Context: an optimization exercise on an open-source flow, tuned for a short achievable clock period and few clock cycles. The choices shown serve that exercise and are no tape-out recipe. At most, simulation tests tie the RTL to the original design; equivalence was not proved. No activity file was given, so power comes from the tool's default toggle rates.

the baseline:
==> flow/design.v <==
module framed_queue (
    input  wire        clk,
    input  wire        rst,
    input  wire        cmd_valid,
    output wire        cmd_ready,
    input  wire [31:0] cmd_data,
    input  wire        cmd_irq,
    output reg         rsp_valid,
    output reg  [31:0] rsp_data,
    input  wire        ser_busy,
    input  wire        ser_sleep_full,
    output reg         tx_we,
    output reg  [5:0]  tx_widx,
    output wire [31:0] tx_wdata,
    output wire [3:0]  tx_wstrb,
    output reg         tx_start,
    output reg  [6:0]  tx_len,
    input  wire [3:0]  diag_raddr,
    output wire [31:0] diag_rdata,
    output wire [6:0]  diag_len,
    output reg  [7:0]  fault_code,
    output reg  [3:0]  fault_unit,
    output reg  [3:0]  fault_inst,
    output reg  [31:0] fault_info
);
    localparam [7:0] F_SLEEP_OVERFLOW  = 8'h03;
    localparam [7:0] F_QUEUE_OVERFLOW  = 8'h05;
    localparam [7:0] F_ILLEGAL_COMMAND = 8'h06;
    localparam [7:0] F_OPERAND_RANGE   = 8'h07;
    localparam [7:0] F_TX_LENGTH       = 8'h09;
    localparam [7:0] F_FRAME_LENGTH    = 8'h0A;
    localparam [7:0] F_DIAG_OVERFLOW   = 8'h0B;
    localparam [7:0] F_CONTEXT         = 8'h0D;
    localparam [7:0] F_CORRUPT_FRAME   = 8'h0E;
    reg [7:0] q       [0:63];    
    reg [7:0] diagbuf [0:62];
    reg [5:0] cnt;               
    reg [6:0] diag_len_r;
    reg        m_idle;
    reg        m_push;
    reg        m_tx;
    reg        ready_r;
    reg [31:0] hdr;
    reg [14:0] wl;           
    reg        wlast;        
    reg [1:0]  nmod;         
    reg [5:0]  wp;           
    reg [5:0]  cnt_new;      
    reg        push_ok;      
    reg [7:0]  pf_code;      
    reg [3:0]  pf_inst;
    reg [31:0] pf_info;
    reg [503:0] pb;          
    reg [3:0]   kl;          
    assign cmd_ready = ready_r;
    assign diag_len  = diag_len_r;
    assign tx_wdata  = pb[31:0];
    assign tx_wstrb  = 4'b1111;
    wire [511:0] qv;
    wire [511:0] dv;
    genvar g;
    generate
        for (g = 0; g < 64; g = g + 1) begin : flat
            assign qv[8*g +: 8] = q[g];
            assign dv[8*g +: 8] = (g < 63) ? diagbuf[g] : 8'd0;
        end
    endgenerate
    assign diag_rdata = dv[32*diag_raddr +: 32];
    wire [6:0] free   = 7'd64 - {1'b0, cnt};
    wire       empty  = (cnt == 6'd0);
    wire [7:0] lb     = q[0];
    wire [7:0] pop_n  = lb - 8'd1;
    wire       corrupt   = (lb == 8'd0) || (lb > {2'd0, cnt});
    wire       txlen_bad = (lb == 8'd1) || (lb > 8'd65);
    wire       diag_bad  = (lb > 8'd65);
    wire [511:0] s0 = lb[0] ? {qv[7:0],    qv[511:8]}   : qv;
    wire [511:0] s1 = lb[1] ? {s0[15:0],   s0[511:16]}  : s0;
    wire [511:0] s2 = lb[2] ? {s1[31:0],   s1[511:32]}  : s1;
    wire [511:0] s3 = lb[3] ? {s2[63:0],   s2[511:64]}  : s2;
    wire [511:0] s4 = lb[4] ? {s3[127:0],  s3[511:128]} : s3;
    wire [511:0] qs = lb[5] ? {s4[255:0],  s4[511:256]} : s4;
    wire [3:0]  h_unit = cmd_data[31:28];
    wire [3:0]  h_op   = cmd_data[27:24];
    wire [3:0]  h_inst = cmd_data[23:20];
    wire [15:0] h_n    = cmd_data[15:0];
    wire        h_diag = cmd_data[0];
    wire hdr_legal = (h_unit == 4'd4) &&
                     ((h_op == 4'd0 && cmd_data[19:0] == 20'd0) ||
                      (h_op == 4'd1 && cmd_data[19:16] == 4'd0) ||
                      (h_op == 4'd2 && cmd_data[19:1] == 19'd0) ||
                      (h_op == 4'd3 && cmd_data[19:0] == 20'd0));
    wire h_inst_bad = (h_inst != 4'd0);
    wire        hdr_fire = m_idle && cmd_valid;
    wire        pay_fire = m_push && cmd_valid;
    wire        h_len_bad  = (h_n > 16'd254);
    wire        h_ovf      = ({9'd0, free} < h_n + 16'd1);
    wire [14:0] h_words    = h_n[15:2] + {14'd0, (h_n[1:0] != 2'd0)};
    wire pop_ok   = hdr_fire && hdr_legal && h_op == 4'd2 && !cmd_irq && !h_inst_bad &&
                    !ser_busy && !empty && !corrupt;
    wire diag_go  = pop_ok && h_diag && !diag_bad;
    wire tx_go    = pop_ok && !h_diag && !txlen_bad && !ser_sleep_full;
    wire pop_go   = diag_go || tx_go;
    wire pad_bad = (nmod == 2'd1 && cmd_data[31:8]  != 24'd0) ||
                   (nmod == 2'd2 && cmd_data[31:16] != 16'd0) ||
                   (nmod == 2'd3 && cmd_data[31:24] != 8'd0);
    wire [31:0] wrot = (wp[1:0] == 2'd0) ? cmd_data :
                       (wp[1:0] == 2'd1) ? {cmd_data[23:0], cmd_data[31:24]} :
                       (wp[1:0] == 2'd2) ? {cmd_data[15:0], cmd_data[31:16]} :
                                           {cmd_data[7:0],  cmd_data[31:8]};
    wire [7:0] len_byte = h_n[7:0] + 8'd1;
    generate
        for (g = 0; g < 64; g = g + 1) begin : ring
            wire [5:0] off = g - wp;
            always @(posedge clk) begin
                if (pop_go)
                    q[g] <= qs[8*g +: 8];
                else if (hdr_fire && cnt == g)
                    q[g] <= len_byte;
                else if (pay_fire && push_ok && off[5:2] == 4'd0 &&
                         (!wlast || nmod == 2'd0 || off[1:0] < nmod))
                    q[g] <= wrot[8*(g%4) +: 8];
            end
        end
    endgenerate
    generate
        for (g = 0; g < 63; g = g + 1) begin : cap
            always @(posedge clk)
                if (diag_go && g < pop_n)
                    diagbuf[g] <= q[g+1];
        end
    endgenerate
    task automatic raise_fault(input [7:0] code, input [3:0] unit,
                               input [3:0] inst, input [31:0] info);
        begin
            fault_code <= code;
            fault_unit <= unit;
            fault_inst <= inst;
            fault_info <= info;
            m_idle  <= 1'b0;
            m_push  <= 1'b0;
            m_tx    <= 1'b0;
            ready_r <= 1'b0;
        end
    endtask
    task automatic respond(input [31:0] v);
        begin
            rsp_valid <= 1'b1;
            rsp_data  <= v;
            m_idle    <= 1'b1;
            m_push    <= 1'b0;
            m_tx      <= 1'b0;
            ready_r   <= 1'b1;
        end
    endtask
    always @(posedge clk) begin
        if (rst) begin
            cnt        <= 6'd0;
            diag_len_r <= 7'd0;
            m_idle     <= 1'b1;
            m_push     <= 1'b0;
            m_tx       <= 1'b0;
            ready_r    <= 1'b1;
            rsp_valid  <= 1'b0;
            rsp_data   <= 32'd0;
            tx_we      <= 1'b0;
            tx_widx    <= 6'd0;
            tx_start   <= 1'b0;
            tx_len     <= 7'd0;
            fault_code <= 8'd0;
            fault_unit <= 4'd0;
            fault_inst <= 4'd0;
            fault_info <= 32'd0;
        end else begin
            rsp_valid <= 1'b0;
            tx_we     <= 1'b0;
            tx_start  <= 1'b0;
            if (hdr_fire) begin
                if (!hdr_legal) begin
                    raise_fault(F_ILLEGAL_COMMAND, 4'd15, 4'd0, cmd_data);
                end else begin
                    case (h_op)
                    4'd0: begin  
                        if (cmd_irq)
                            raise_fault(F_CONTEXT, 4'd4, h_inst, cmd_data);
                        else if (h_inst_bad)
                            raise_fault(F_OPERAND_RANGE, 4'd4, h_inst, cmd_data);
                        else begin
                            cnt        <= 6'd0;
                            diag_len_r <= 7'd0;
                            respond(32'd0);
                        end
                    end
                    4'd1: begin  
                        if (h_n == 16'd0) begin
                            if (cmd_irq)
                                raise_fault(F_CONTEXT, 4'd4, h_inst, cmd_data);
                            else if (h_inst_bad)
                                raise_fault(F_OPERAND_RANGE, 4'd4, h_inst, cmd_data);
                            else begin
                                cnt <= cnt + 6'd1;
                                respond(32'd0);
                            end
                        end else begin
                            m_idle <= 1'b0;
                            m_push <= 1'b1;
                        end
                    end
                    4'd2: begin  
                        if (cmd_irq)
                            raise_fault(F_CONTEXT, 4'd4, h_inst, cmd_data);
                        else if (h_inst_bad)
                            raise_fault(F_OPERAND_RANGE, 4'd4, h_inst, cmd_data);
                        else if (ser_busy || empty)
                            respond(32'd0);
                        else if (corrupt)
                            raise_fault(F_CORRUPT_FRAME, 4'd4, 4'd0, {24'd0, lb});
                        else if (!h_diag && txlen_bad)
                            raise_fault(F_TX_LENGTH, 4'd4, 4'd0, {24'd0, pop_n});
                        else if (!h_diag && ser_sleep_full)
                            raise_fault(F_SLEEP_OVERFLOW, 4'd1, 4'd0, 32'd3);
                        else if (h_diag && diag_bad)
                            raise_fault(F_DIAG_OVERFLOW, 4'd4, 4'd0, {24'd0, pop_n});
                        else begin
                            cnt <= cnt - lb[5:0];
                            if (h_diag) begin
                                diag_len_r <= pop_n[6:0];
                                respond(32'd1);
                            end else begin
                                tx_we   <= 1'b1;
                                tx_widx <= 6'd0;
                                tx_len  <= pop_n[6:0];
                                if (pop_n <= 8'd4) begin
                                    tx_start <= 1'b1;
                                    respond(32'd1);
                                end else begin
                                    m_idle  <= 1'b0;
                                    m_tx    <= 1'b1;
                                    ready_r <= 1'b0;
                                end
                            end
                        end
                    end
                    default: begin  
                        if (h_inst_bad)
                            raise_fault(F_OPERAND_RANGE, 4'd4, h_inst, cmd_data);
                        else
                            respond({25'd0, free});
                    end
                    endcase
                end
            end
            if (pay_fire && wlast) begin
                if (pad_bad)
                    raise_fault(F_ILLEGAL_COMMAND, 4'd15, 4'd0, hdr);
                else if (!push_ok)
                    raise_fault(pf_code, 4'd4, pf_inst, pf_info);
                else begin
                    cnt <= cnt_new;
                    respond(32'd0);
                end
            end
            if (m_tx) begin
                tx_we   <= 1'b1;
                tx_widx <= tx_widx + 6'd4;
                if (kl == 4'd1) begin
                    tx_start <= 1'b1;
                    respond(32'd1);
                end
            end
        end
    end
    always @(posedge clk) begin
        if (hdr_fire) begin
            hdr     <= cmd_data;
            wl      <= h_words;
            wlast   <= (h_words == 15'd1);
            nmod    <= h_n[1:0];
            wp      <= cnt + 6'd1;
            cnt_new <= cnt + h_n[5:0] + 6'd1;
            push_ok <= !cmd_irq && !h_inst_bad && !h_len_bad && !h_ovf;
            if (cmd_irq) begin
                pf_code <= F_CONTEXT;
                pf_inst <= h_inst;
                pf_info <= cmd_data;
            end else if (h_inst_bad) begin
                pf_code <= F_OPERAND_RANGE;
                pf_inst <= h_inst;
                pf_info <= cmd_data;
            end else if (h_len_bad) begin
                pf_code <= F_FRAME_LENGTH;
                pf_inst <= 4'd0;
                pf_info <= {16'd0, h_n};
            end else begin
                pf_code <= F_QUEUE_OVERFLOW;
                pf_inst <= 4'd0;
                pf_info <= {16'd0, h_n};
            end
        end else if (pay_fire) begin
            wl    <= wl - 15'd1;
            wlast <= (wl == 15'd2);
            wp    <= wp + 6'd4;
        end
        if (m_tx)
            pb <= {32'd0, pb[503:32]};
        else
            pb <= qv[511:8];
        if (hdr_fire)
            kl <= pop_n[5:2] + {3'd0, (pop_n[1:0] != 2'd0)} - 4'd1;
        else if (m_tx)
            kl <= kl - 4'd1;
    end
endmodule
export LEC_CHECK = 0
export ABC_CLOCK_PERIOD_IN_PS = 3000
export CAP_MARGIN = 20
export CORE_MARGIN = 2
export CORE_UTILIZATION = 40
export SETUP_SLACK_MARGIN = 2.5
export SLEW_MARGIN = 20
create_clock -name core_clock -period 6.0 [get_ports {clk}]
run.sh (not shown) runs the stock make flow with config.mk's settings and CLKGATE_MAP_FILE= SYNTH_SCRIPT=/design/flow/synth_recipe.tcl, a recipe that flattens the netlist after the stock synthesis.
The baseline closes out successfully: all stages finished, all timing, DRC and antenna checks passed.
[inputs] the candidate vs the baseline
--- a/flow/design.v
+++ b/flow/design.v
@@ -63,11 +63,19 @@
         for (g = 0; g < 64; g = g + 1) begin : flat
             assign qv[8*g +: 8] = q[g];
             assign dv[8*g +: 8] = (g < 63) ? diagbuf[g] : 8'd0;
         end
     endgenerate
-    assign diag_rdata = dv[32*diag_raddr +: 32];
+    wire [15:0] dsel = 16'd1 << diag_raddr;
+    reg  [31:0] drd;
+    integer a;
+    always @* begin
+        drd = 32'd0;
+        for (a = 0; a < 16; a = a + 1)
+            drd = drd | ({32{dsel[a]}} & dv[32*a +: 32]);
+    end
+    assign diag_rdata = drd;
     wire [6:0] free   = 7'd64 - {1'b0, cnt};
     wire       empty  = (cnt == 6'd0);
     wire [7:0] lb     = q[0];
     wire [7:0] pop_n  = lb - 8'd1;
     wire       corrupt   = (lb == 8'd0) || (lb > {2'd0, cnt});
--- outcome ---
- More vias were needed by the candidate than by the baseline.
- Compared with the baseline, the candidate shows shortest period the worst path allows lower by 0.37 ns.
- Clock network power share: the candidate vs the baseline up 0.9 points
- Taking the baseline as the reference, in the candidate switching power share of the total moved down, routed metal-1 wire length fell by about 1.3%.
- The candidate reports a higher worst setup slack than the baseline does.
- Looking at clock-buffer cell count across the candidate and the baseline, the one that comes out higher is the baseline.
- CTS buffer count shrinks slightly when moving from the baseline to the candidate.
- Higher final design utilization goes to the candidate over the baseline.
Testbench counts of the candidate, summed over its fixed seeds: cycles 14,782.
No functional check of the RTL was part of the baseline.

## port drivers added, routing unchanged
How much do the figures lean on ideal ports? The routed layouts below were timed once more, with nothing changed but the port constraints.
Step 1 assumes that a clkbuf_16 drives the clock port and a buf_2 every other input.
Step 2 moves the port delays by t, midway between the first and last clock arrival at a register: inputs arrive t later, outputs are due t later. That takes back most of the time a late clock gives input paths.
Three values: ideal, step 1, step 2; two values: the first two.
| run | t (ns) | slack for setup (ns) | hold WS [ns] | pins driven straight from the clock port |
|---|---|---|---|---|
| the baseline | 1.046 | 1.529 / 1.209 / 1.209 | 0.418 / 0.418 / 0.418 | 1 |
| the candidate | 1.036 | 1.903 / 1.836 / 1.513 | 0.430 / 0.430 / 0.430 | 1 |
After both steps setup and hold are still met in every run listed. For the candidate, which loses most, drivers alone change the setup slack by -0.067 ns; drivers and shift together by -0.390 ns.
